Source: an optimization exercise on an open RTL-to-GDS flow (aim: small area, a short achievable clock period and few clock cycles). Production flows keep margins and buffers that such runs may drop.
In this exercise RTL edits were held to simulation tests only and were not proved equivalent to the original.
Power and IR drop assume default switching activity.

===== flow/design.v =====
module pmark_codec #(
    parameter CAP = 256                 
) (
    input  wire       clk,
    input  wire       rst,              
    input  wire       cmd_valid,
    input  wire [7:0] cmd_data,
    output wire       cmd_ready,
    input  wire       raw_valid,
    input  wire [7:0] raw_data,
    output wire       raw_ready,
    output wire       rsp_valid,
    output wire [7:0] rsp_data,
    input  wire       rsp_ready,
    output wire       tx_valid,
    output wire [8:0] tx_char,
    input  wire       tx_ready,
    output wire [8:0] b0_len,
    output wire [8:0] b1_len,
    output wire [1:0] rx_phase,
    output wire       rx_marked,
    output wire       rx_escaped,
    output wire       rx_done,
    output wire [7:0] rx_err,
    output wire [8:0] rx_explen,
    output wire [1:0] pmode
);
    localparam RL = 248;                
    localparam QN = 16;                 
    localparam NT = 31;                 
    localparam PH_IDLE = 2'd0, PH_ACTIVE = 2'd1, PH_FAILED = 2'd2;
    localparam PM_UNKNOWN = 2'd0, PM_MARK = 2'd1, PM_SPACE = 2'd2;
    localparam L_KEEP = 3'd0, L_INC = 3'd1, L_SET0 = 3'd2, L_SET4 = 3'd3, L_SET6 = 3'd4, L_SETX = 3'd5;
    localparam X_OP = 3'd0, X_ARG = 3'd1, X_PAY = 3'd2, X_HEX = 3'd3, X_EQ = 3'd4;
    function [7:0] addm;
        input [7:0] v;
        input [3:0] k;
        reg   [8:0] t;
        begin
            t    = {1'b0, v} + {5'd0, k};
            addm = (t >= 9'd248) ? (t - 9'd248) : t[7:0];
        end
    endfunction
    function [7:0] subm;
        input [7:0] v;
        input [3:0] k;
        begin
            subm = (v >= {4'd0, k}) ? (v - {4'd0, k}) : (v + 8'd248 - {4'd0, k});
        end
    endfunction
    function [7:0] hexch;
        input [3:0] n;
        begin
            hexch = (n < 4'd10) ? (8'h30 + {4'd0, n}) : (8'h37 + {4'd0, n});
        end
    endfunction
    function [2:0] nargs;
        input [7:0] o;
        begin
            case (o[7:1])
                7'h08: nargs = 3'd2;                
                7'h09: nargs = 3'd1;                
                7'h0D: nargs = 3'd4;                
                7'h10: nargs = 3'd1;                
                7'h20: nargs = o[0] ? 3'd0 : 3'd2;  
                default: nargs = 3'd0;
            endcase
        end
    endfunction
    function [12:0] pdec;
        input [7:0] b;
        begin
            pdec = 13'd0;
            pdec[0]  = (nargs(b) != 3'd0);
            pdec[1]  = (b[7:1] == 7'h0A);
            pdec[2]  = (b[7:1] == 7'h0B);
            pdec[3]  = (b[7:1] == 7'h0C);
            pdec[4]  = (b[7:1] == 7'h0E);
            pdec[5]  = (b[7:1] == 7'h0F);
            pdec[6]  = (b == 8'h22);
            pdec[7]  = (b[7:1] == 7'h12);
            pdec[8]  = (b[7:1] == 7'h18);
            pdec[9]  = (b == 8'h42);
            pdec[10] = !(pdec[0] | pdec[1] | pdec[2] | pdec[3] | pdec[4] | pdec[5] |
                         pdec[6] | pdec[7] | pdec[8] | pdec[9]);
            pdec[11] = (b == 8'h00);
            pdec[12] = (b == 8'hFF);
        end
    endfunction
    reg [63:0]      lo0, lo1;           
    reg [8*RL-1:0]  ring0, ring1;       
    reg [8:0]       len0, len1;
    reg [1:0]       phase;
    reg             marked, escaped;
    reg [8:0]       explen;
    reg [7:0]       err;
    reg [1:0]       pm;
    reg [7:0]       sp0, sp1;           
    reg [7:0]       ls0, ls1;           
    reg [7:0]       T;                  
    reg [7:0]       lslot0, lslot1;     
    reg [9:0] h30, h31;                 
    reg [9:0] x3;                       
    reg lz0, l40, llt80, lf0;           
    reg lz1, l41, llt81, lf1;
    reg full1;                          
    reg chg;                            
    reg leq_r, l0le8_r, eqlo_r;         
    reg [8:0] f0, f1;                   
    reg [12:0] g0, g1;                  
    reg [1:0] fcnt;
    reg       in_rdy;                   
    assign cmd_ready = in_rdy;
    assign raw_ready = in_rdy;
    wire      in_take = in_rdy && (cmd_valid || raw_valid);
    wire [8:0] in_byte = cmd_valid ? {1'b0, cmd_data} : {1'b1, raw_data};
    wire [12:0] in_dec = pdec(in_byte[7:0]);
    wire      hv = (fcnt != 2'd0);
    wire      hr = f0[8];
    wire [7:0] hd = f0[7:0];
    reg [8:0] q [0:QN-1];                  
    reg [4:0] qcnt;
    reg [4:0] bar_ok;                   
    reg       tx_busy, tx_s, tx_v;
    reg [8:0] tx_c;
    reg [8:0] tx_len, tx_idx;
    reg [7:0] tslot;
    wire      tx_busy_n;
    wire      tx_end;                   
    reg [2:0]  xst;
    reg [7:0]  op;
    reg [1:0]  argk;
    reg [23:0] arg;
    reg [15:0] pcnt;
    reg        aok;
    reg [8:0]  xi;
    reg [7:0]  xslot;
    reg [1:0]  alast;                   
    reg        o_app, o_appb, o_seti, o_ctl;
    reg        pone;                    
    reg [7:0]  hb;                      
    reg        hb_v, hfirst, hlast;     
    reg        hlast_f;                 
    reg        eqv, eqm;                
    reg  [NT-1:0] rsel;                 
    reg  [7:0] rrd0, rrd1;
    integer    m;
    always @(*) begin
        rrd0 = 8'h00;
        rrd1 = 8'h00;
        for (m = 0; m < NT; m = m + 1) begin
            rrd0 = rrd0 | (ring0[64*m +: 8] & {8{rsel[m]}});
            rrd1 = rrd1 | (ring1[64*m +: 8] & {8{rsel[m]}});
        end
    end
    wire       s     = op[0];
    reg  [8:0] cap_len;
    reg  [9:0] cap_h3;
    reg        sf_llt8, sf_lf, sf_own;
    reg        sf_lal;                  
    reg        txhs;                    
    wire [63:0] lo_s = s ? lo1 : lo0;
    wire       hs     = hd[0];
    wire [8:0] len_hs = hs ? len1 : len0;
    wire [63:0] lo_hs = hs ? lo1 : lo0;
    wire       owned_hs = hs && (phase == PH_ACTIVE);
    reg  [QN:1] qth;                    
    wire sp1ok = !qth[QN];
    wire sp2ok = !qth[QN - 1];
    wire sp3ok = !qth[QN - 2];
    wire sp5ok = !qth[QN - 4];
    wire txh0 = tx_busy && !tx_s;
    wire txh1 = tx_busy &&  tx_s;
    reg        take;
    reg [2:0]  push_n;
    reg [7:0]  pb0, pb1, pb2, pb3, pb4;
    reg        pbar;
    reg        tx_start;
    reg        aw_en, aw_b, aw_islo;
    reg [8:0]  aw_idx;
    reg [7:0]  aw_d;
    reg [4:0]  aw_tap;
    reg        seti_en, ctl_en, wide_b;
    reg [31:0] seti_d;
    reg [7:0]  ctl_sp;
    reg [2:0]  xst_n;
    reg [7:0]  op_n;
    reg [1:0]  argk_n;
    reg [23:0] arg_n;
    reg [15:0] pcnt_n;
    reg        aok_n;
    reg [8:0]  xi_n;
    reg [7:0]  xslot_n;
    reg [2:0]  lop0, lop1;              
    reg [1:0]  phase_n;
    reg        marked_n, escaped_n;
    reg [8:0]  explen_n;
    reg [7:0]  err_n;
    reg [7:0]  sp0_n, sp1_n, ls0_n, ls1_n;
    reg        xlt8, xlt8_n;            
    reg [9:0]  x3_n;
    reg [8:0]  cap_len_n;
    reg [9:0]  cap_h3_n;
    reg        sf_llt8_n, sf_lf_n, sf_own_n;
    reg [7:0]  hb_n;
    reg [1:0]  alast_n;
    reg        o_app_n, o_appb_n, o_seti_n, o_ctl_n, pone_n;
    reg        hb_v_n, hfirst_n, hlast_n, hlast_f_n, eqv_n, eqm_n, hpush;
    reg [7:0]  byte_v;
    reg        byte_ok;
    reg        eq_lo;
    reg [9:0]  hcnt;
    reg [15:0] nn;
    integer    k;
    always @(*) begin
        take = 1'b0;
        push_n = 3'd0;
        pb0 = 8'h00; pb1 = 8'h00; pb2 = 8'h00; pb3 = 8'h00; pb4 = 8'h00;
        pbar = 1'b0;
        tx_start = 1'b0;
        aw_en = 1'b0; aw_b = 1'b0; aw_idx = 9'd0; aw_d = 8'h00; aw_tap = 5'd0; aw_islo = 1'b0;
        seti_en = 1'b0; ctl_en = 1'b0; wide_b = 1'b0;
        seti_d = {hd, arg};
        ctl_sp = hd;
        xst_n = xst; op_n = op; argk_n = argk; arg_n = arg; pcnt_n = pcnt;
        aok_n = aok; xi_n = xi; xslot_n = addm(xslot, 4'd1);
        lop0 = L_KEEP; lop1 = L_KEEP; phase_n = phase;
        marked_n = marked; escaped_n = escaped; explen_n = explen; err_n = err;
        sp0_n = sp0; sp1_n = sp1; ls0_n = ls0; ls1_n = ls1;
        hb_n = hb; hb_v_n = hb_v; hfirst_n = hfirst; hlast_n = hlast; hlast_f_n = hlast_f;
        eqv_n = eqv; eqm_n = eqm; hpush = 1'b0;
        alast_n = alast; o_app_n = o_app; o_appb_n = o_appb; o_seti_n = o_seti; o_ctl_n = o_ctl;
        pone_n = pone; xlt8_n = xlt8; x3_n = x3;
        cap_len_n = cap_len; cap_h3_n = cap_h3; sf_llt8_n = sf_llt8; sf_lf_n = sf_lf; sf_own_n = sf_own;
        byte_v = 8'h00; byte_ok = 1'b0; hcnt = 10'd0;
        nn = {hd, arg[7:0]};
        case (xst)
        X_OP: if (hv) begin
            if (hr) begin
                if (phase != PH_ACTIVE) begin
                    if (sp1ok) begin take = 1'b1; push_n = 3'd1; pb0 = 8'hF2; end
                end else if (escaped && !g0[11] && !g0[12]) begin
                    if (sp1ok) begin
                        take = 1'b1; push_n = 3'd1; pb0 = 8'h20;
                        phase_n = PH_FAILED; err_n = 8'h20;
                    end
                end else if (escaped && g0[11]) begin
                    if (sp1ok) begin
                        take = 1'b1; push_n = 3'd1;
                        if (marked) begin
                            pb0 = 8'h21; phase_n = PH_FAILED; err_n = 8'h21;
                        end else begin
                            pb0 = 8'h00; marked_n = 1'b1; escaped_n = 1'b0;
                        end
                    end
                end else if (!escaped && g0[12]) begin
                    if (sp1ok) begin
                        take = 1'b1; push_n = 3'd1; pb0 = 8'h00; escaped_n = 1'b1;
                    end
                end else if (!marked) begin
                    if (sp1ok) begin
                        take = 1'b1; push_n = 3'd1; pb0 = 8'h22;
                        phase_n = PH_FAILED; err_n = 8'h22; escaped_n = 1'b0;
                    end
                end else if (full1) begin
                    if (sp1ok) begin
                        take = 1'b1; push_n = 3'd1; pb0 = 8'h23;
                        phase_n = PH_FAILED; err_n = 8'h23; escaped_n = 1'b0;
                    end
                end else begin
                    if (sp1ok && !txh1 && (llt81 || lslot1[2:0] == 3'd7)) begin
                        take = 1'b1; push_n = 3'd1; pb0 = 8'h00; escaped_n = 1'b0;
                        aw_en = 1'b1; aw_b = 1'b1; aw_idx = len1; aw_d = hd; aw_islo = llt81;
                        aw_tap = addm(lslot1, 4'd1) >> 3;
                        lop1 = L_INC;
                        sp1_n = sp1 + ls1; ls1_n = hd;
                    end
                end
            end else if (g0[0]) begin
                take = 1'b1; op_n = hd; argk_n = 2'd0; xst_n = X_ARG;
                cap_len_n = len_hs; cap_h3_n = hs ? h31 : h30;
                sf_llt8_n = hs ? llt81 : llt80; sf_lf_n = hs ? lf1 : lf0; sf_own_n = owned_hs;
                alast_n = nargs(hd) - 3'd1;
                o_app_n  = (hd[7:1] == 7'h08);
                o_appb_n = (hd[7:1] == 7'h09);
                o_seti_n = (hd[7:1] == 7'h0D);
                o_ctl_n  = (hd[7:1] == 7'h10);
            end else begin
                case (1'b1)
                g0[1]: begin  
                    if (sp1ok) begin
                        take = 1'b1; push_n = 3'd1;
                        if (owned_hs) pb0 = 8'hF3;
                        else begin
                            pb0 = 8'h00;
                            if (hs) begin lop1 = L_SET0; sp1_n = 8'd0; ls1_n = 8'd0; end
                            else    begin lop0 = L_SET0; sp0_n = 8'd0; ls0_n = 8'd0; end
                        end
                    end
                end
                g0[2]: begin  
                    if (sp3ok) begin
                        take = 1'b1; push_n = 3'd3;
                        pb0 = 8'h00; pb1 = len_hs[7:0]; pb2 = {7'd0, len_hs[8]};
                    end
                end
                g0[3]: begin  
                    if (sp3ok) begin
                        take = 1'b1; push_n = 3'd3;
                        pb0 = 8'h00; pb1 = 8'h00; pb2 = 8'h01;
                    end
                end
                g0[4]: begin  
                    if (!(hs ? l41 : l40)) begin
                        if (sp1ok) begin take = 1'b1; push_n = 3'd1; pb0 = 8'h02; end
                    end else if (sp5ok) begin
                        take = 1'b1; push_n = 3'd5;
                        pb0 = 8'h00; pb1 = lo_hs[7:0]; pb2 = lo_hs[15:8];
                        pb3 = lo_hs[23:16]; pb4 = lo_hs[31:24];
                    end
                end
                g0[5]: begin  
                    if (sp2ok) begin
                        take = 1'b1; push_n = 3'd2;
                        pb0 = 8'h00; pb1 = hs ? sp1 : sp0;
                    end
                end
                g0[6]: begin  
                    if (!chg) begin
                        if (!leq_r || !eqlo_r) begin
                            if (sp2ok) begin take = 1'b1; push_n = 3'd2; pb0 = 8'h00; pb1 = 8'h00; end
                        end else if (l0le8_r) begin
                            if (sp2ok) begin take = 1'b1; push_n = 3'd2; pb0 = 8'h00; pb1 = 8'h01; end
                        end else begin
                            take = 1'b1; op_n = hd; xst_n = X_EQ; xi_n = 9'd8; xlt8_n = 1'b0;
                            xslot_n = addm(T, 4'd1);
                            eqv_n = 1'b0; hlast_n = 1'b0; hlast_f_n = 1'b0;
                        end
                    end
                end
                g0[7]: begin  
                    if (sp3ok) begin
                        take = 1'b1; push_n = 3'd3;
                        hcnt = hs ? h31 : h30;
                        pb0 = 8'h00;
                        pb1 = (hs ? lz1 : lz0) ? 8'h00 : hcnt[7:0];
                        pb2 = (hs ? lz1 : lz0) ? 8'h00 : {6'd0, hcnt[9:8]};
                        if (!(hs ? lz1 : lz0)) begin
                            op_n = hd; xst_n = X_HEX; xi_n = 9'd0; xlt8_n = 1'b1; cap_len_n = len_hs;
                            xslot_n = addm(T, 4'd9);
                            hb_v_n = 1'b0; hfirst_n = 1'b1; hlast_n = 1'b0; hlast_f_n = 1'b0;
                        end
                    end
                end
                g0[8]: begin  
                    if (hs ? lz1 : lz0) begin
                        if (sp1ok) begin take = 1'b1; push_n = 3'd1; pb0 = 8'hF4; end
                    end else if (sp1ok && !tx_busy) begin
                        take = 1'b1; push_n = 3'd1; pb0 = 8'h00; pbar = 1'b1;
                        tx_start = 1'b1;
                    end
                end
                g0[9]: begin  
                    if (sp1ok) begin
                        take = 1'b1; push_n = 3'd1;
                        pb0 = 8'h00; phase_n = PH_IDLE; err_n = 8'h00;
                    end
                end
                default: begin
                    if (sp1ok) begin take = 1'b1; push_n = 3'd1; pb0 = 8'hF0; end
                end
                endcase
            end
        end
        X_ARG: if (hv) begin
            if (argk != alast) begin
                take = 1'b1;
                arg_n[8*argk +: 8] = hd;
                argk_n = argk + 2'd1;
            end else begin
                case (1'b1)
                o_app: begin  
                    if (nn == 16'd0) begin
                        if (sp1ok) begin
                            take = 1'b1; push_n = 3'd1; xst_n = X_OP;
                            pb0 = sf_own ? 8'hF3 : 8'h00;
                        end
                    end else begin
                        take = 1'b1; xst_n = X_PAY; pcnt_n = nn; pone_n = (nn == 16'd1);
                        aok_n = !sf_own && (nn <= (16'd256 - {7'd0, cap_len}));
                        xi_n = cap_len; xlt8_n = sf_llt8; x3_n = cap_h3;
                        xslot_n = addm(s ? lslot1 : lslot0, 4'd1);
                    end
                end
                o_appb: begin  
                    if (sf_own) begin
                        if (sp1ok) begin take = 1'b1; push_n = 3'd1; pb0 = 8'hF3; xst_n = X_OP; end
                    end else if (sf_lf) begin
                        if (sp1ok) begin take = 1'b1; push_n = 3'd1; pb0 = 8'h01; xst_n = X_OP; end
                    end else if (sp1ok && !txhs &&
                                 (sf_llt8 || sf_lal)) begin
                        take = 1'b1; push_n = 3'd1; pb0 = 8'h00; xst_n = X_OP;
                        aw_en = 1'b1; aw_b = s; aw_idx = cap_len; aw_d = hd; aw_islo = sf_llt8;
                        aw_tap = addm(s ? lslot1 : lslot0, 4'd1) >> 3;
                        if (s) begin
                            lop1 = L_INC;
                            sp1_n = sp1 + ls1; ls1_n = hd;
                        end else begin
                            lop0 = L_INC;
                            sp0_n = sp0 + ls0; ls0_n = hd;
                        end
                    end
                end
                o_seti: begin  
                    if (sf_own) begin
                        if (sp1ok) begin take = 1'b1; push_n = 3'd1; pb0 = 8'hF3; xst_n = X_OP; end
                    end else if (sp1ok && !txhs) begin
                        take = 1'b1; push_n = 3'd1; pb0 = 8'h00; xst_n = X_OP;
                        seti_en = 1'b1; wide_b = s;
                        if (s) begin
                            lop1 = L_SET4;
                            sp1_n = arg[7:0] + arg[15:8] + arg[23:16]; ls1_n = hd;
                        end else begin
                            lop0 = L_SET4;
                            sp0_n = arg[7:0] + arg[15:8] + arg[23:16]; ls0_n = hd;
                        end
                    end
                end
                o_ctl: begin  
                    if (sf_own) begin
                        if (sp1ok) begin take = 1'b1; push_n = 3'd1; pb0 = 8'hF3; xst_n = X_OP; end
                    end else if (sp1ok && !txhs) begin
                        take = 1'b1; push_n = 3'd1; pb0 = 8'h00; xst_n = X_OP;
                        ctl_en = 1'b1; wide_b = s;
                        if (s) begin
                            lop1 = L_SET6;
                            sp1_n = 8'h93 + {hd[6:0], 1'b0}; ls1_n = 8'h93 + {hd[6:0], 1'b0};
                        end else begin
                            lop0 = L_SET6;
                            sp0_n = 8'h93 + {hd[6:0], 1'b0}; ls0_n = 8'h93 + {hd[6:0], 1'b0};
                        end
                    end
                end
                default: begin  
                    if (sp1ok) begin
                        take = 1'b1; push_n = 3'd1; xst_n = X_OP;
                        if (nn > 16'd256) pb0 = 8'hF1;
                        else begin
                            pb0 = 8'h00;
                            lop1 = L_SET0;
                            sp1_n = 8'd0; ls1_n = 8'd0;
                            marked_n = 1'b0; escaped_n = 1'b0;
                            explen_n = nn[8:0]; err_n = 8'h00; phase_n = PH_ACTIVE;
                        end
                    end
                end
                endcase
            end
        end
        X_PAY: if (hv) begin
            if (!aok) begin
                if (!pone || sp1ok) begin
                    take = 1'b1; pcnt_n = pcnt - 16'd1; pone_n = (pcnt == 16'd2);
                    if (pone) begin
                        push_n = 3'd1; pb0 = sf_own ? 8'hF3 : 8'h01; xst_n = X_OP;
                    end
                end
            end else if ((!pone || sp1ok) && !txhs &&
                         (xlt8 || xslot[2:0] == 3'd7)) begin
                take = 1'b1; pcnt_n = pcnt - 16'd1; pone_n = (pcnt == 16'd2);
                aw_en = 1'b1; aw_b = s; aw_idx = xi; aw_d = hd; aw_islo = xlt8; x3_n = x3 + 10'd3; aw_tap = addm(xslot, 4'd1) >> 3;
                xi_n = xi + 9'd1; xlt8_n = (xi < 9'd7);
                xslot_n = xslot;
                if (s) begin sp1_n = sp1 + ls1; ls1_n = hd; end
                else   begin sp0_n = sp0 + ls0; ls0_n = hd; end
                if (pone) begin
                    push_n = 3'd1; pb0 = 8'h00; xst_n = X_OP;
                    if (s) lop1 = L_SETX;
                    else   lop0 = L_SETX;
                end
            end
        end
        X_HEX: begin
            hpush = hb_v && sp3ok;
            if (hpush) begin
                if (hfirst) begin
                    push_n = 3'd2; pb0 = hexch(hb[7:4]); pb1 = hexch(hb[3:0]);
                end else begin
                    push_n = 3'd3; pb0 = 8'h20; pb1 = hexch(hb[7:4]); pb2 = hexch(hb[3:0]);
                end
                hfirst_n = 1'b0;
                hb_v_n = 1'b0;
                if (hlast) xst_n = X_OP;
            end
            if (xlt8) begin
                byte_v = lo_s[8*xi[2:0] +: 8]; byte_ok = 1'b1;
            end else begin
                byte_v = s ? rrd1 : rrd0; byte_ok = !tx_busy && (xslot[2:0] == 3'd0);
            end
            if ((!hb_v || hpush) && !hlast_f && byte_ok) begin
                hb_n = byte_v; hb_v_n = 1'b1;
                hlast_n = (xi + 9'd1 == cap_len); hlast_f_n = (xi + 9'd1 == cap_len);
                xi_n = xi + 9'd1; xlt8_n = (xi < 9'd7);
                xslot_n = xslot;
            end
        end
        X_EQ: begin
            if (eqv && (eqm || hlast)) begin
                if (sp2ok) begin
                    push_n = 3'd2; pb0 = 8'h00; pb1 = eqm ? 8'h00 : 8'h01; xst_n = X_OP;
                end
            end else begin
                eqv_n = 1'b0;
                if (!hlast_f && !tx_busy && xslot[2:0] == 3'd0) begin
                    eqv_n = 1'b1; eqm_n = (rrd0 != rrd1);
                    hlast_n = (xi + 9'd1 == len0); hlast_f_n = (xi + 9'd1 == len0);
                    xi_n = xi + 9'd1; xlt8_n = (xi < 9'd7);
                    xslot_n = xslot;
                end
            end
        end
        default: xst_n = X_OP;
        endcase
    end
    wire aw_lo  = aw_en && aw_islo;
    reg       wr0, wr1;
    reg [4:0] wr_tap;
    reg [7:0] wr_d;
    always @(posedge clk) begin
        if (rst) begin
            wr0 <= 1'b0;
            wr1 <= 1'b0;
        end else begin
            wr0 <= aw_en && !aw_lo && !aw_b;
            wr1 <= aw_en && !aw_lo &&  aw_b;
        end
        wr_tap <= aw_tap;
        wr_d   <= aw_d;
    end
    genvar g;
    generate
        for (g = 0; g < RL; g = g + 1) begin : RING
            if (g % 8 == 0) begin : TAP
                always @(posedge clk) begin
                    ring0[8*g +: 8] <= (wr0 && wr_tap == g / 8) ? wr_d : ring0[8*((g + RL - 1) % RL) +: 8];
                    ring1[8*g +: 8] <= (wr1 && wr_tap == g / 8) ? wr_d : ring1[8*((g + RL - 1) % RL) +: 8];
                end
            end else begin : SH
                always @(posedge clk) begin
                    ring0[8*g +: 8] <= ring0[8*(g - 1) +: 8];
                    ring1[8*g +: 8] <= ring1[8*(g - 1) +: 8];
                end
            end
        end
        for (g = 0; g < 8; g = g + 1) begin : LOW
            always @(posedge clk) begin
                if (seti_en && !wide_b && g < 4)       lo0[8*g +: 8] <= seti_d[8*(g % 4) +: 8];
                else if (ctl_en && !wide_b && g < 6)   lo0[8*g +: 8] <= (g < 3) ? ((g == 0) ? 8'h87 : (g == 1) ? 8'h09 : 8'h03)
                                                                   : (g < 5) ? ctl_sp : (8'h93 + {ctl_sp[6:0], 1'b0});
                else if (aw_lo && !aw_b && aw_idx[2:0] == g) lo0[8*g +: 8] <= aw_d;
                if (seti_en && wide_b && g < 4)        lo1[8*g +: 8] <= seti_d[8*(g % 4) +: 8];
                else if (ctl_en && wide_b && g < 6)    lo1[8*g +: 8] <= (g < 3) ? ((g == 0) ? 8'h87 : (g == 1) ? 8'h09 : 8'h03)
                                                                   : (g < 5) ? ctl_sp : (8'h93 + {ctl_sp[6:0], 1'b0});
                else if (aw_lo && aw_b && aw_idx[2:0] == g)  lo1[8*g +: 8] <= aw_d;
            end
        end
    endgenerate
    wire       qv   = (qcnt != 5'd0);
    wire       pop  = rsp_valid && rsp_ready;
    reg        rsp_v_r;
    wire [4:0] qcnt_pp = qcnt + {2'b0, push_n};
    wire [QN+5:1] qth_w  = {qth, 5'b11111} << push_n;
    wire [QN:1]   qth_pp = qth_w[QN+5:6];
    wire       q0bar_n = pop ? ((qcnt >= 5'd2) ? q[1][8] : pbar) : (qv ? q[0][8] : pbar);
    wire       qv_n    = (qcnt >= 5'd2) || (qv && !pop) || (push_n != 3'd0);
    wire [4:0] bar_ok_n = bar_ok + {4'd0, tx_end} - {4'd0, pop && q[0][8]};
    wire       rv_n    = qv_n && !(q0bar_n && bar_ok_n == 5'd0);
    assign rsp_valid = rsp_v_r;
    assign rsp_data  = q[0][7:0];
    function [8:0] psel;
        input [4:0] kk;
        input [7:0] b0, b1, b2, b3, b4;
        input       bar;
        begin
            case (kk)
                5'd0: psel = {bar, b0};
                5'd1: psel = {1'b0, b1};
                5'd2: psel = {1'b0, b2};
                5'd3: psel = {1'b0, b3};
                default: psel = {1'b0, b4};
            endcase
        end
    endfunction
    wire [4:0] qcm1 = qcnt - 5'd1;
    integer i;
    always @(posedge clk) begin
        for (i = 0; i < QN; i = i + 1) begin
            if (pop) begin
                if (i < qcm1) q[i] <= q[(i + 1) % QN];
                else          q[i] <= psel(i - qcm1, pb0, pb1, pb2, pb3, pb4, pbar);
            end else begin
                if (i >= qcnt) q[i] <= psel(i - qcnt, pb0, pb1, pb2, pb3, pb4, pbar);
            end
        end
    end
    wire tx_take = tx_v && tx_ready;
    wire tx_more = (tx_idx != tx_len);
    wire [7:0] tx_rb = (tx_idx < 9'd8) ? (tx_s ? lo1[8*tx_idx[2:0] +: 8] : lo0[8*tx_idx[2:0] +: 8])
                                       : (tx_s ? rrd1 : rrd0);
    wire tx_rok = (tx_idx < 9'd8) || (tslot[2:0] == 3'd0);
    wire tx_load = tx_busy && tx_more && (!tx_v || tx_take) && tx_rok;
    assign     tx_busy_n = tx_start || (tx_busy && !(tx_take && !tx_more && !tx_load));
    function [NT-1:0] onehot;
        input [4:0] t;
        integer j;
        begin
            for (j = 0; j < NT; j = j + 1) onehot[j] = (t == j);
        end
    endfunction
    wire [7:0]    tslot_p1 = addm(tslot, 4'd1);
    wire [7:0]    tslot_st = addm(T, 4'd8);
    wire [NT-1:0] oh_x   = onehot(xslot_n[7:3]);
    wire [NT-1:0] oh_t0  = onehot(tslot[7:3]);
    wire [NT-1:0] oh_t1  = onehot(tslot_p1[7:3]);
    wire [NT-1:0] oh_st  = onehot(tslot_st[7:3]);
    assign        tx_end = tx_take && !tx_more && !tx_load;
    wire [NT-1:0] rsel_n = tx_start ? oh_st :
                           !tx_busy ? oh_x :
                           tx_end   ? oh_x :
                           tx_load  ? oh_t0 : oh_t1;
    wire [7:0] tslot_n   = tx_start ? tslot_st : (tx_load ? tslot : tslot_p1);
    always @(posedge clk) begin
        if (rst) begin
            fcnt     <= 2'd0;
            in_rdy   <= 1'b1;
            qcnt     <= 5'd0;
            qth      <= {QN{1'b0}};
            rsp_v_r  <= 1'b0;
            bar_ok   <= 5'd0;
            tx_busy  <= 1'b0;
            tx_v     <= 1'b0;
            tx_s     <= 1'b0;
            tx_c     <= 9'd0;
            tx_len   <= 9'd0;
            tx_idx   <= 9'd0;
            tslot    <= 8'd0;
            rsel     <= {NT{1'b0}};
            xst      <= X_OP;
            op       <= 8'h00;
            argk     <= 2'd0;
            arg      <= 24'd0;
            pcnt     <= 16'd0;
            aok      <= 1'b0;
            xi       <= 9'd0;
            xslot    <= 8'd0;
            alast    <= 2'd0;
            o_app    <= 1'b0;
            o_appb   <= 1'b0;
            o_seti   <= 1'b0;
            o_ctl    <= 1'b0;
            pone     <= 1'b0;
            hb       <= 8'd0;
            hb_v     <= 1'b0;
            hfirst   <= 1'b0;
            hlast    <= 1'b0;
            hlast_f  <= 1'b0;
            eqv      <= 1'b0;
            eqm      <= 1'b0;
            xlt8     <= 1'b0;
            x3       <= 10'd0;
            cap_len  <= 9'd0;
            cap_h3   <= 10'd0;
            sf_llt8  <= 1'b0;
            sf_lf    <= 1'b0;
            sf_own   <= 1'b0;
            sf_lal   <= 1'b0;
            txhs     <= 1'b0;
            phase    <= PH_IDLE;
            marked   <= 1'b0;
            escaped  <= 1'b0;
            explen   <= 9'd4;
            err      <= 8'h00;
            pm       <= PM_UNKNOWN;
            sp0      <= 8'd0;
            sp1      <= 8'd0;
            ls0      <= 8'd0;
            ls1      <= 8'd0;
            T        <= 8'd0;
            f0       <= 9'd0;
            f1       <= 9'd0;
            g0       <= 13'd0;
            g1       <= 13'd0;
        end else begin
            in_rdy <= !((fcnt == 2'd2 && !take) || (fcnt == 2'd1 && in_take && !take));
            case ({in_take, take})
                2'b10: begin
                    if (fcnt == 2'd0) begin f0 <= in_byte; g0 <= in_dec; end
                    else              begin f1 <= in_byte; g1 <= in_dec; end
                    fcnt <= fcnt + 2'd1;
                end
                2'b01: begin
                    f0   <= f1; g0 <= g1;
                    fcnt <= fcnt - 2'd1;
                end
                2'b11: begin
                    if (fcnt == 2'd1) begin f0 <= in_byte; g0 <= in_dec; end
                    else begin f0 <= f1; g0 <= g1; f1 <= in_byte; g1 <= in_dec; end
                end
                default: ;
            endcase
            qcnt <= pop ? qcnt_pp - 5'd1 : qcnt_pp;
            qth  <= pop ? (qth_pp >> 1) : qth_pp;
            rsp_v_r <= rv_n;
            bar_ok <= bar_ok_n;
            xst    <= xst_n;
            op     <= op_n;
            argk   <= argk_n;
            arg    <= arg_n;
            pcnt   <= pcnt_n;
            aok    <= aok_n;
            xi     <= xi_n;
            xslot  <= xslot_n;
            alast  <= alast_n;
            o_app  <= o_app_n;
            o_appb <= o_appb_n;
            o_seti <= o_seti_n;
            o_ctl  <= o_ctl_n;
            pone   <= pone_n;
            hb     <= hb_n;
            hb_v   <= hb_v_n;
            hfirst <= hfirst_n;
            hlast  <= hlast_n;
            hlast_f <= hlast_f_n;
            eqv    <= eqv_n;
            eqm    <= eqm_n;
            phase  <= phase_n;
            marked <= marked_n;
            escaped <= escaped_n;
            explen <= explen_n;
            err    <= err_n;
            sp0    <= sp0_n;
            sp1    <= sp1_n;
            ls0    <= ls0_n;
            ls1    <= ls1_n;
            xlt8   <= xlt8_n;
            x3     <= x3_n;
            cap_len <= cap_len_n;
            cap_h3 <= cap_h3_n;
            sf_llt8 <= sf_llt8_n;
            sf_lf  <= sf_lf_n;
            sf_own <= sf_own_n;
            sf_lal <= ((op_n[0] ? lslot1[2:0] : lslot0[2:0]) == 3'd6);
            txhs   <= tx_busy_n && ((tx_start ? hs : tx_s) == op_n[0]);
            T      <= addm(T, 4'd1);
            rsel   <= rsel_n;
            tslot  <= tslot_n;
            tx_busy <= tx_busy_n;
            if (tx_start) begin
                tx_s    <= hs;
                tx_len  <= len_hs;
                tx_idx  <= 9'd1;
                tx_v    <= 1'b1;
                tx_c    <= {1'b1, lo_hs[7:0]};
                pm      <= PM_MARK;
            end else begin
                if (tx_take && tx_c[8]) pm <= PM_SPACE;
                if (tx_load) begin
                    tx_v   <= 1'b1;
                    tx_c   <= {1'b0, tx_rb};
                    tx_idx <= tx_idx + 9'd1;
                end else if (tx_take) begin
                    tx_v <= 1'b0;
                end
            end
        end
    end
    always @(posedge clk) begin
        if (rst) begin
            len0 <= 9'd0; h30 <= 10'h3FF; lslot0 <= 8'd9; lz0 <= 1'b1; l40 <= 1'b0; llt80 <= 1'b1; lf0 <= 1'b0;
            len1 <= 9'd0; h31 <= 10'h3FF; lslot1 <= 8'd9; lz1 <= 1'b1; l41 <= 1'b0; llt81 <= 1'b1; lf1 <= 1'b0;
            full1 <= 1'b0;
            chg <= 1'b1;
        end else begin
            case (lop0)
                L_INC:  begin len0 <= len0 + 9'd1; h30 <= h30 + 10'd3; lz0 <= 1'b0; l40 <= (len0 == 9'd3); llt80 <= (len0 < 9'd7); lf0 <= (len0 == 9'd255); end
                L_SET0: begin len0 <= 9'd0; h30 <= 10'h3FF; lslot0 <= addm(T, 4'd10); lz0 <= 1'b1; l40 <= 1'b0; llt80 <= 1'b1; lf0 <= 1'b0; end
                L_SET4: begin len0 <= 9'd4; h30 <= 10'd11; lslot0 <= addm(T, 4'd6);  lz0 <= 1'b0; l40 <= 1'b1; llt80 <= 1'b1; lf0 <= 1'b0; end
                L_SET6: begin len0 <= 9'd6; h30 <= 10'd17; lslot0 <= addm(T, 4'd4);  lz0 <= 1'b0; l40 <= 1'b0; llt80 <= 1'b1; lf0 <= 1'b0; end
                L_SETX: begin len0 <= xi + 9'd1; h30 <= x3 + 10'd3; lslot0 <= xslot; lz0 <= 1'b0; l40 <= (xi == 9'd3); llt80 <= (xi < 9'd7); lf0 <= (xi == 9'd255); end
                default: lslot0 <= addm(lslot0, 4'd1);
            endcase
            case (lop1)
                L_INC:  begin len1 <= len1 + 9'd1; h31 <= h31 + 10'd3; lz1 <= 1'b0; l41 <= (len1 == 9'd3); llt81 <= (len1 < 9'd7); lf1 <= (len1 == 9'd255);
                              full1 <= ({1'b0, len1} + 10'd1 >= {1'b0, explen}); end
                L_SET0: begin len1 <= 9'd0; h31 <= 10'h3FF; lslot1 <= addm(T, 4'd10); lz1 <= 1'b1; l41 <= 1'b0; llt81 <= 1'b1; lf1 <= 1'b0;
                              full1 <= (explen_n == 9'd0); end
                L_SET4: begin len1 <= 9'd4; h31 <= 10'd11; lslot1 <= addm(T, 4'd6);  lz1 <= 1'b0; l41 <= 1'b1; llt81 <= 1'b1; lf1 <= 1'b0;
                              full1 <= (explen <= 9'd4); end
                L_SET6: begin len1 <= 9'd6; h31 <= 10'd17; lslot1 <= addm(T, 4'd4);  lz1 <= 1'b0; l41 <= 1'b0; llt81 <= 1'b1; lf1 <= 1'b0;
                              full1 <= (explen <= 9'd6); end
                L_SETX: begin len1 <= xi + 9'd1; h31 <= x3 + 10'd3; lslot1 <= xslot; lz1 <= 1'b0; l41 <= (xi == 9'd3); llt81 <= (xi < 9'd7); lf1 <= (xi == 9'd255);
                              full1 <= ({1'b0, xi} + 10'd1 >= {1'b0, explen}); end
                default: lslot1 <= addm(lslot1, 4'd1);
            endcase
            chg <= (lop0 != L_KEEP) || (lop1 != L_KEEP) || seti_en || ctl_en || aw_lo;
        end
        leq_r   <= (len0 == len1);
        l0le8_r <= (len0 <= 9'd8);
        eqlo_r  <= eq_lo;
    end
    always @(*) begin
        eq_lo = 1'b1;
        for (k = 0; k < 8; k = k + 1)
            if (k < len0 && lo0[8*k +: 8] != lo1[8*k +: 8]) eq_lo = 1'b0;
    end
    assign b0_len     = len0;
    assign b1_len     = len1;
    assign rx_phase   = phase;
    assign rx_marked  = marked;
    assign rx_escaped = escaped;
    reg rx_done_r;
    always @(posedge clk) begin
        if (rst) rx_done_r <= 1'b0;
        else     rx_done_r <= (phase == PH_ACTIVE) && (len1 == explen);
    end
    assign rx_done    = rx_done_r;
    assign rx_err     = err;
    assign rx_explen  = explen;
    assign pmode      = pm;
    assign tx_valid   = tx_v;
    assign tx_char    = tx_c;
endmodule

===== flow/run.sh =====
#!/bin/bash
# synth_recipe.tcl (not shown) runs the flow's synth.tcl, then flattens the netlist and writes it again
# the make line also repeats each setting of config.mk as NAME=value (left out here)
make -C /OpenROAD-flow-scripts/flow DESIGN_CONFIG=/design/flow/config.mk WORK_HOME=/design/flow/orfs CLKGATE_MAP_FILE= SYNTH_SCRIPT=/design/flow/synth_recipe.tcl finish

===== flow/config.mk =====
export PLATFORM = sky130hd
export DESIGN_NAME = pmark_codec
export DESIGN_NICKNAME = pmark_codec
export VERILOG_FILES = /design/flow/design.v
export SDC_FILE = /design/flow/constraint.sdc
export NUM_CORES = 4
export LEC_CHECK = 0
export CAP_MARGIN = 20
export CORE_MARGIN = 2
export CORE_UTILIZATION = 45
export CTS_BUF_LIST = sky130_fd_sc_hd__clkbuf_16
export CTS_CLUSTER_DIAMETER = 90
export CTS_CLUSTER_SIZE = 28
export PLACE_DENSITY = 0.6
export SETUP_SLACK_MARGIN = 5
export SLEW_MARGIN = 20

===== flow/constraint.sdc =====
create_clock -name core_clock -period 11.0 [get_ports {clk}]
set_input_delay 2.2000 -clock core_clock [delete_from_list [all_inputs] [get_ports {clk}]]
set_output_delay 2.2000 -clock core_clock [all_outputs]
set_load 0.01 [all_outputs]

==> flow_summary.json, run 1 <==
{
  "fin_crit_sh_pct": 53.34,
  "cp_num_buf_inv": 2,
  "path_cells": "inv_1, ha_1, xor2_2, inv_2, ha_1, nand2_1, nand3_1, a2bb2oi_1, o21ai_0, and2_1, o22ai_1, nor3_1, o22ai_1",
  "cts_root_buffer": "clkbuf_16",
  "grt_pass1_wl_mm": 670.5,
  "route.met3.wl_mm": 39.09,
  "die_area_mm2": 0.3179,
  "core_mm2": 0.3119,
  "layout_common_cells": "4344 x dfxtp_1, 662 x nand2_1, 641 x nor2_1",
  "cts_buffer_depth": 4,
  "drt-vias-per-instance": 5.959,
  "fin_area_mm2": 0.1528,
  "cp.required_ns": 11.59,
  "synth_area_mm2": 0.1410,
  "synth-seq-cells": 4641,
  "arrival_ns": 6.45,
  "grt_max_degree": 79,
  "setup_viol_count_final": 0,
  "drive_gt1_share_pct": 11.87,
  "vias": 92510,
  "critical_path_class": "flip-flop to flip-flop",
  "drv_slew": 0,
  "dr.pass1.iters": 9,
  "maxCapViolCount": 0,
  "routed_wl_mm": 482.1,
  "io_buffers": 79,
  "initial_core_util_pct": 45.22,
  "top_layer_used": "met5",
  "hold_violations": 0,
  "drcViolationCount": 0,
  "grt_pass1_vias": 87990,
  "hold_class": "flip-flop to flip-flop",
  "cp_slowest_stage_delay_ns": 0.85,
  "final_common_cell": "dfxtp_1",
  "numCtsBuffers": 218,
  "synthArstFlopShare_pct": 0,
  "timing.fmax_mhz": 170.4,
  "finClkSkew_ns": 0.07129,
  "tns_ns": 0,
  "p_per_area_mw_per_mm2": 225.7,
  "worstMarginPinSlew_ns": 1.225,
  "cpMaxStageDelayCell": "xor2_2",
  "power_leakage_nw": 56.75,
  "synth-seq-area-share_pct": 67.81,
  "htree_levels": 4,
  "postCtsSetupBuffers": 0,
  "syn_inst": 11450,
  "path_clk_slew_ns": 0.10,
  "cts_tree": "yes",
  "regToRegStartpoint": "qcnt[1]$_SDFF_PP0_",
  "die_y_um": 563.8,
  "area_growth_pct": 8.325,
  "ir_worst_vdd_mv": 0.1517,
  "cp_top_family": "simple AND/OR/NAND/NOR gates",
  "m1WireLength_mm": 208.6,
  "dr_wl_met2_mm": 209.3,
  "status": "complete, no violations",
  "cts_resized": 0,
  "rows": 205,
  "rsz0062_at_grt": "false",
  "max_slew_margin_pct": 18.36,
  "grt_remaining_overflow": 0,
  "drtIter0Drc": 11660,
  "clock-sinks": 4641,
  "yosys.cell_types.count": 122,
  "startpoint": "qcnt[1]$_SDFF_PP0_",
  "fin_nets": 11490,
  "synth-edff-count": 272,
  "worst_setup_path_start_kind": "flip-flop",
  "place_area_mm2": 0.1463,
  "grt.total_usage_pct": 29.43,
  "yosys_warnings": 2,
  "fin_crit_ns": 5.867,
  "hold_ws_ns": 0.2666,
  "cp-end-kind": "flip-flop",
  "cts-hold-fix-buffers": 0,
  "globalplace.congestion": 1.002,
  "place_hpwl_mm": 321.7,
  "routedWlPerCell_um": 31.06,
  "ant_nets": 0,
  "die_w_um": 563.8,
  "worstHoldStart": "ring1[1290]$_DFF_P_",
  "synthFlopType": "dfxtp_1",
  "clock_latency_ns": 0.93,
  "synth_area_per_cell_um2": 12.32,
  "num_io_pins": 85,
  "critPathMaxFanout": 23,
  "antenna_found_initial": 37
}
-- metrics by stage --
step	util (%)	total power [mW]	setup slack, ns	std cells
2_1_floorplan	-	22.59	6.180	11450
4_1_cts	48.95	34.26	5.270	15510
3_3_place_gp	46.88	25.23	5.321	15220
3_5_place_dp	46.89	25.22	5.300	15220
6_report	48.98	34.48	5.133	15520
5_1_grt	48.97	35.53	5.013	15510
-- synth_stat cells, types with 27 or more instances --
| master | count | area share [%] |
|---|---|---|
| a21o_1 | 43 | 0.23 |
| buf_2 | 81 | 0.29 |
| nor2b_1 | 44 | 0.20 |
| a221oi_1 | 148 | 0.92 |
| and2_1 | 62 | 0.28 |
| nor2_1 | 662 | 1.8 |
| a22oi_1 | 261 | 1.4 |
| o21ai_0 | 420 | 1.5 |
| xor2_1 | 119 | 0.74 |
| a211oi_1 | 116 | 0.62 |
| nor4_1 | 76 | 0.34 |
| mux4_2 | 79 | 1.3 |
| or3_1 | 37 | 0.16 |
| a21oi_1 | 473 | 1.7 |
| inv_1 | 138 | 0.37 |
| mux2i_1 | 145 | 1.0 |
| nand2b_1 | 46 | 0.20 |
| mux2_2 | 543 | 4.3 |
| nor3_1 | 183 | 0.65 |
| o221ai_1 | 155 | 0.96 |
| nand3_1 | 201 | 0.71 |
| nand4_1 | 86 | 0.38 |
| o22ai_1 | 182 | 0.81 |
| buf_1 | 36 | 0.096 |
| clkbuf_1 | 528 | 1.4 |
| buf_4 | 29 | 0.15 |
| dfxtp_1 | 4369 | 62 |
| o21a_1 | 27 | 0.14 |
| a31oi_1 | 60 | 0.27 |
| a22o_1 | 48 | 0.30 |
| o31ai_1 | 37 | 0.20 |
| xnor2_1 | 137 | 0.85 |
| o211ai_1 | 117 | 0.62 |
| a222oi_1 | 75 | 0.53 |
| o2111ai_1 | 27 | 0.17 |
| nand2_1 | 664 | 1.8 |
| or4_1 | 30 | 0.16 |
| edfxtp_1 | 272 | 5.8 |
| and3_1 | 71 | 0.31 |
| ha_1 | 151 | 1.3 |
-- registers in the layout, indices dropped and copies added (netlist names), 10 cells and up --
| register | flops |
|---|---|
| g0 | 12 |
| cap_h3 | 10 |
| rsel | 31 |
| ring1 | 1984 |
| g1 | 12 |
| pcnt | 16 |
| x3 | 10 |
| qth | 16 |
| lo1 | 64 |
| q | 144 |
| h31 | 10 |
| ring0 | 1984 |
| lo0 | 64 |
| arg | 24 |
| h30 | 10 |
-- path summary, 6_finish.rpt --
| path | to | slack, ns | cells after the start |
|---|---|---|---|
| worst max register to register | q[8][6]$_DFFE_PP_ | 5.13 | 13 |
| worst min-delay path | ring1[1298]$_DFF_P_ | 0.27 | 0 |
| worst max-delay path | q[8][6]$_DFFE_PP_ | 5.13 | 13 |
| worst min register to register | ring1[1298]$_DFF_P_ | 0.27 | 0 |
-- kinds of logic after synthesis --
group	count (synthesis)	share of synthesized area, %
flops	4641	67.81
compound gates	2462	12.07
simple gates	2310	7.864
buf+inv	838	2.408
mux	769	6.652
xor+xnor	261	1.660
fa+ha+maj	166	1.531
other cells	1	0.002659
-- metal layers --
metal	vias up	track usage, %
li1	40570	-
met1	45900	40.53
met2	4814	44.89
met3	1216	5.501
met4	8	13.43
met5	-	0
-- cell type report --
class,count,area (um2)
Timing Repair Buffer,310,2550
Fill cell,27530,159100
Clock buffer,222,5555
Clock inverter,65,868.3
Inverter,157,589.3
Multi-Input combinational cell,5973,42300
Sequential cell,4641,95690
Antenna cell,15,37.54
Tap cell,4140,5180
-- power breakdown --
| group | switching [mW] | leakage [nW] | internal (mW) |
|---|---|---|---|
| combinational | 5.31 | 15.8 | 2.00 |
| clock | 5.46 | 3.17 | 3.80 |
| sequential | 0.455 | 37.7 | 17.5 |
Testbench counts, summed over its fixed seeds: cycles 10,898.
==> run 2: changes to the inputs <==
--- a/flow/design.v
+++ b/flow/design.v
@@ -119,7 +119,6 @@
     wire      hr = f0[8];
     wire [7:0] hd = f0[7:0];
     reg [8:0] q [0:QN-1];                  
-    reg [4:0] qcnt;
     reg [4:0] bar_ok;                   
     reg       tx_busy, tx_s, tx_v;
     reg [8:0] tx_c;
@@ -136,6 +135,7 @@
     reg [8:0]  xi;
     reg [7:0]  xslot;
     reg [1:0]  alast;                   
+    reg        arg0z, arg0z_n;          
     reg        o_app, o_appb, o_seti, o_ctl;
     reg        pone;                    
     reg [7:0]  hb;                      
@@ -230,7 +230,7 @@
         hb_n = hb; hb_v_n = hb_v; hfirst_n = hfirst; hlast_n = hlast; hlast_f_n = hlast_f;
         eqv_n = eqv; eqm_n = eqm; hpush = 1'b0;
         alast_n = alast; o_app_n = o_app; o_appb_n = o_appb; o_seti_n = o_seti; o_ctl_n = o_ctl;
-        pone_n = pone; xlt8_n = xlt8; x3_n = x3;
+        pone_n = pone; xlt8_n = xlt8; x3_n = x3; arg0z_n = arg0z;
         cap_len_n = cap_len; cap_h3_n = cap_h3; sf_llt8_n = sf_llt8; sf_lf_n = sf_lf; sf_own_n = sf_own;
         byte_v = 8'h00; byte_ok = 1'b0; hcnt = 10'd0;
         nn = {hd, arg[7:0]};
@@ -377,10 +377,11 @@
                 take = 1'b1;
                 arg_n[8*argk +: 8] = hd;
                 argk_n = argk + 2'd1;
+                if (argk == 2'd0) arg0z_n = g0[11];
             end else begin
                 case (1'b1)
                 o_app: begin  
-                    if (nn == 16'd0) begin
+                    if (g0[11] && arg0z) begin
                         if (sp1ok) begin
                             take = 1'b1; push_n = 3'd1; xst_n = X_OP;
                             pb0 = sf_own ? 8'hF3 : 8'h00;
@@ -565,41 +566,48 @@
             end
         end
     endgenerate
-    wire       qv   = (qcnt != 5'd0);
+    wire       qv   = qth[1];
     wire       pop  = rsp_valid && rsp_ready;
     reg        rsp_v_r;
-    wire [4:0] qcnt_pp = qcnt + {2'b0, push_n};
     wire [QN+5:1] qth_w  = {qth, 5'b11111} << push_n;
     wire [QN:1]   qth_pp = qth_w[QN+5:6];
-    wire       q0bar_n = pop ? ((qcnt >= 5'd2) ? q[1][8] : pbar) : (qv ? q[0][8] : pbar);
-    wire       qv_n    = (qcnt >= 5'd2) || (qv && !pop) || (push_n != 3'd0);
+    wire       q0bar_n = pop ? (qth[2] ? q[1][8] : pbar) : (qv ? q[0][8] : pbar);
+    wire       qv_n    = qth[2] || (qv && !pop) || (push_n != 3'd0);
     wire [4:0] bar_ok_n = bar_ok + {4'd0, tx_end} - {4'd0, pop && q[0][8]};
-    wire       rv_n    = qv_n && !(q0bar_n && bar_ok_n == 5'd0);
+    wire       bz      = (bar_ok == 5'd0);
+    wire       b1      = (bar_ok == 5'd1);
+    wire       bzn     = !tx_end && (bz || (b1 && pop && q[0][8]));    
+    wire       rv_n    = qv_n && !(q0bar_n && bzn);
     assign rsp_valid = rsp_v_r;
     assign rsp_data  = q[0][7:0];
-    function [8:0] psel;
-        input [4:0] kk;
-        input [7:0] b0, b1, b2, b3, b4;
-        input       bar;
-        begin
-            case (kk)
-                5'd0: psel = {bar, b0};
-                5'd1: psel = {1'b0, b1};
-                5'd2: psel = {1'b0, b2};
-                5'd3: psel = {1'b0, b3};
-                default: psel = {1'b0, b4};
-            endcase
+    wire [QN+1:0] qthx = {1'b0, qth, 1'b1};    
+    wire [QN:0]   qe   = qthx[QN:0] & ~qthx[QN+1:1];
+    wire [8:0]    pbv [0:4];
+    assign pbv[0] = {pbar, pb0};
+    assign pbv[1] = {1'b0, pb1};
+    assign pbv[2] = {1'b0, pb2};
+    assign pbv[3] = {1'b0, pb3};
+    assign pbv[4] = {1'b0, pb4};
+    reg [8:0] qa [0:QN-1];
+    reg [8:0] qb [0:QN-1];
+    integer i, j;
+    always @(*) begin
+        for (i = 0; i < QN; i = i + 1) begin
+            qa[i] = 9'd0;
+            qb[i] = 9'd0;
+            for (j = 0; j < 5; j = j + 1) begin
+                if (i - j >= 0)     qa[i] = qa[i] | (pbv[j] & {9{qe[i - j]}});
+                if (i + 1 - j >= 1) qb[i] = qb[i] | (pbv[j] & {9{qe[i + 1 - j]}});
+            end
         end
-    endfunction
-    wire [4:0] qcm1 = qcnt - 5'd1;
-    integer i;
+    end
     always @(posedge clk) begin
         for (i = 0; i < QN; i = i + 1) begin
             if (pop) begin
-                if (i < qcm1) q[i] <= q[(i + 1) % QN];
-                else          q[i] <= psel(i - qcm1, pb0, pb1, pb2, pb3, pb4, pbar);
+                if (qthx[i + 2]) q[i] <= q[(i + 1) % QN];
+                else             q[i] <= qb[i];
             end else begin
-                if (i >= qcnt) q[i] <= psel(i - qcnt, pb0, pb1, pb2, pb3, pb4, pbar);
+                if (!qthx[i + 1]) q[i] <= qa[i];
             end
         end
     end
@@ -633,7 +641,6 @@
         if (rst) begin
             fcnt     <= 2'd0;
             in_rdy   <= 1'b1;
-            qcnt     <= 5'd0;
             qth      <= {QN{1'b0}};
             rsp_v_r  <= 1'b0;
             bar_ok   <= 5'd0;
@@ -668,6 +675,7 @@
             eqm      <= 1'b0;
             xlt8     <= 1'b0;
             x3       <= 10'd0;
+            arg0z    <= 1'b0;
             cap_len  <= 9'd0;
             cap_h3   <= 10'd0;
             sf_llt8  <= 1'b0;
@@ -708,7 +716,6 @@
                 end
                 default: ;
             endcase
-            qcnt <= pop ? qcnt_pp - 5'd1 : qcnt_pp;
             qth  <= pop ? (qth_pp >> 1) : qth_pp;
             rsp_v_r <= rv_n;
             bar_ok <= bar_ok_n;
@@ -744,6 +751,7 @@
             ls1    <= ls1_n;
             xlt8   <= xlt8_n;
             x3     <= x3_n;
+            arg0z  <= arg0z_n;
             cap_len <= cap_len_n;
             cap_h3 <= cap_h3_n;
             sf_llt8 <= sf_llt8_n;
==> run 2 against run 1 <==
  * Highest routed layer unchanged
  * Clock skew rose by 0.0044 ns
  * Largest power group unchanged
  * Maximum frequency rose by 9.2%
  * Global-route usage fell by 3.7 points
  * First-iteration DRC count fell by 21%
  * Critical endpoint is now q[4][4]$_DFFE_PP_
==> flow_summary.json, run 2 <==
{
  "status": "complete, no violations",
  "grt_pass1_wl_mm": 562.8,
  "timing.fmax_mhz": 186.1,
  "worstMarginPinSlew_ns": 1.209,
  "drv_slew": 0,
  "cts_tree": "yes",
  "power_frac_clock_pct": 31.0,
  "p_per_area_mw_per_mm2": 197.2,
  "final_common_cell": "dfxtp_1",
  "fin_nets": 10600,
  "area_growth_pct": 8.439,
  "multi_input_area_mm2": 0.03659,
  "yosys-top-cells-area": "dfxtp_1 67%, mux2_2 4.5%, edfxtp_1 3.9%",
  "yosys_warnings": 4,
  "p_sw_share_pct": 25.04,
  "postCtsSetupBuffers": 0,
  "synth-edff-count": 173,
  "synth_top_area_share_pct": 66.75,
  "power_switching_mw": 7.170,
  "yosysMostFrequentCell": "dfxtp_1",
  "hold_ws_ns": 0.2866,
  "ant_nets": 0,
  "cp.required_ns": 11.73,
  "cts_root_buffer": "clkbuf_16",
  "synth_area_mm2": 0.1339,
  "antenna_found_initial": 21,
  "die_y_um": 549.4,
  "synth_top_cell_by_area": "dfxtp_1",
  "critical_path_class": "flip-flop to flip-flop",
  "syn_inst": 10530,
  "die_area_mm2": 0.3019,
  "fillers": 25730,
  "setup_viol_count_final": 0,
  "dr.pass1.iters": 9,
  "synth-seq-cells": 4637,
  "hold_violations": 0,
  "core_mm2": 0.2965,
  "routedWlPerCell_um": 27.53,
  "drive_gt1_share_pct": 11.79,
  "fin_crit_ns": 5.372,
  "grt_pass1_vias": 76340,
  "die_w_um": 549.4,
  "rsz0062_at_grt": "false",
  "worst_setup_path_start_kind": "flip-flop",
  "combPwrFrac_pct": 8.9,
  "drcViolationCount": 0,
  "grt.total_usage_pct": 25.69,
  "layout.cells.non_filler": 14450,
  "place_hpwl_mm": 276.8,
  "arrival_ns": 6.10,
  "finClkSkew_ns": 0.07571,
  "hold_class": "flip-flop to flip-flop",
  "synth_area_per_cell_um2": 12.72,
  "initial_core_util_pct": 45.15,
  "p_seq_share_pct": 60.2,
  "synthFlopType": "dfxtp_1",
  "synthArstFlopShare_pct": 0,
  "globalplace.congestion": 0.9808,
  "num_io_pins": 85,
  "r2r_setup_slack_ns": 5.63,
  "grt_max_degree": 74,
  "drt-vias-per-instance": 5.586,
  "rows": 200,
  "routed_wl_mm": 397.9,
  "synth-seq-area-share_pct": 70.64,
  "vias": 80720,
  "critPathMaxFanout": 29,
  "cp-end-kind": "flip-flop",
  "cellInternalPower_mw": 21.46,
  "io_buffers": 79,
  "tns_ns": 0,
  "cts_buffer_depth": 4,
  "htree_levels": 4,
  "drtIter0Drc": 9243,
  "yosys.cell_types.count": 110,
  "max_slew_margin_pct": 19.14,
  "dp_cells": 14170,
  "power_leakage_nw": 55.88,
  "path_clk_slew_ns": 0.11,
  "clock-sinks": 4637,
  "numCtsBuffers": 207,
  "maxCapViolCount": 0,
  "layout_common_cells": "4443 x dfxtp_1, 686 x nand2_1, 532 x mux2_2",
  "reg_top3": "ring0 x1984, ring1 x1984, q x144",
  "cts-hold-fix-buffers": 0,
  "clock_latency_ns": 0.93,
  "grt_remaining_overflow": 0,
  "fin_crit_sh_pct": 48.84,
  "seqCellArea_mm2": 0.09461,
  "ir_worst_vdd_mv": 0.1359,
  "synth_common_cells": "4464 x dfxtp_1, 687 x nand2_1, 560 x nor2_1",
  "cts_resized": 0
}
-- run 2: cell count changes in the layout (fill, tap and decap cells not counted), sizes merged, moves of 70 or more --
cell    before   now
o21ai      442   372
edfxtp     272   173
dfxtp     4369  4464
a21oi      476   397
o22ai      182   105
o221ai     160    70
nor2       667   561
o211ai     118    44
-- run 2: worst paths after layout --
check,startpoint,to,cells past startpoint
max,f0[0]$_SDFFE_PP0P_,q[4][4]$_DFFE_PP_,10
min,ring1[1743]$_DFF_P_,ring1[1751]$_DFF_P_,0
max reg2reg,f0[0]$_SDFFE_PP0P_,q[4][4]$_DFFE_PP_,10
min reg2reg,ring1[1743]$_DFF_P_,ring1[1751]$_DFF_P_,0
-- run 2: stage by stage --
| step | utilization (%) | power [mW] | instance area, um2 | setup slack, ns |
|---|---|---|---|---|
| detailed placement | 46.90 | 20.08 | 139100 | 5.464 |
| global route | 48.95 | 29.56 | 145100 | 5.578 |
| global placement | 46.88 | 20.04 | 139000 | 5.565 |
| floorplan | - | 19.16 | 133900 | 5.861 |
| CTS | 48.93 | 28.74 | 145100 | 5.894 |
| finish | 48.96 | 28.63 | 145200 | 5.628 |
-- run 2: cells by family after synthesis --
family	after synthesis	synth area share (%)
buffers and inverters	750	2.219
AND/OR/NAND/NOR	2011	6.984
other	1	0.002801
XOR/XNOR	244	1.602
multiplexers	784	7.091
adder cells (fa/ha/maj)	138	1.348
AO/OA/AOI/OAI	1961	10.12
flip-flops	4637	70.64
-- run 2: power groups by stage --
stage	Clock, mW	Combinational [mW]	Sequential, mW
finish	8.87	2.53	17.2
global route	9.61	2.68	17.3
CTS	9.04	2.47	17.2
detailed placement	0	2.46	17.6
global placement	0	2.43	17.6
floorplan	0	1.61	17.6
-- run 2: critical path, cell delays in order, from the launching register on --
cell      delay [ns]
dfxtp_4         0.68
clkinv_1        0.80
ha_1            0.53
a41oi_1         0.41
o311ai_0        0.24
a221oi_1        1.03
a311o_1         0.92
a21oi_1         0.16
a21oi_1         0.19
nor2_1          0.06
a21oi_1         0.16
-- run 2: final cells by class --
class / instances / area share [%]
multi-input combinational: 5143 / 25.21
antenna: 11 / 0.01896
sequential: 4637 / 65.17
tap: 3939 / 3.395
timing repair buffer: 289 / 1.644
inverter: 163 / 0.4215
clock buffer: 211 / 3.637
clock inverter: 58 / 0.5051
-- run 2: per-layer routing --
metal	share of wire [%]	up-vias	track usage (%)
li1	-	36590	-
met1	45	40200	36.91
met2	43	3266	38.90
met3	6.9	666	3.887
met4	4.3	4	9.960
met5	0.0073	-	0
Testbench counts of run 2, summed over its fixed seeds: cycles 10,898.

-- port drivers added, routing unchanged --
Ports are ideal in the flow. The routed layouts listed here were re-timed in OpenROAD. Step 1 sets driving cells, clkbuf_16 on the clock port and buf_2 on the other inputs (assumed; they add their load-dependent delay and slew). Step 2 moves the port delays by t, midway between the first and last clock arrival at a register: inputs arrive t later, outputs are due t later. That takes back most of the time a late clock gives input paths. Slacks: ideal / step 1 / step 2; pairs: ideal / step 1.
run | t, ns | slack for setup (ns) | clock arrival spread, ns | worst data-port slew with drivers (ns) | cell pins on the clock port's net
run 1 | 0.991 | 5.133 / 5.133 / 5.133 | 0.080 / 0.080 | 0.06 | 1
run 2 | 1.007 | 5.628 / 5.628 / 5.446 | 0.081 / 0.080 | 0.05 | 1
After both steps setup and hold are still met in every run listed. For run 2, which loses most, drivers alone change the setup slack by 0.000 ns; drivers and shift together by -0.182 ns.
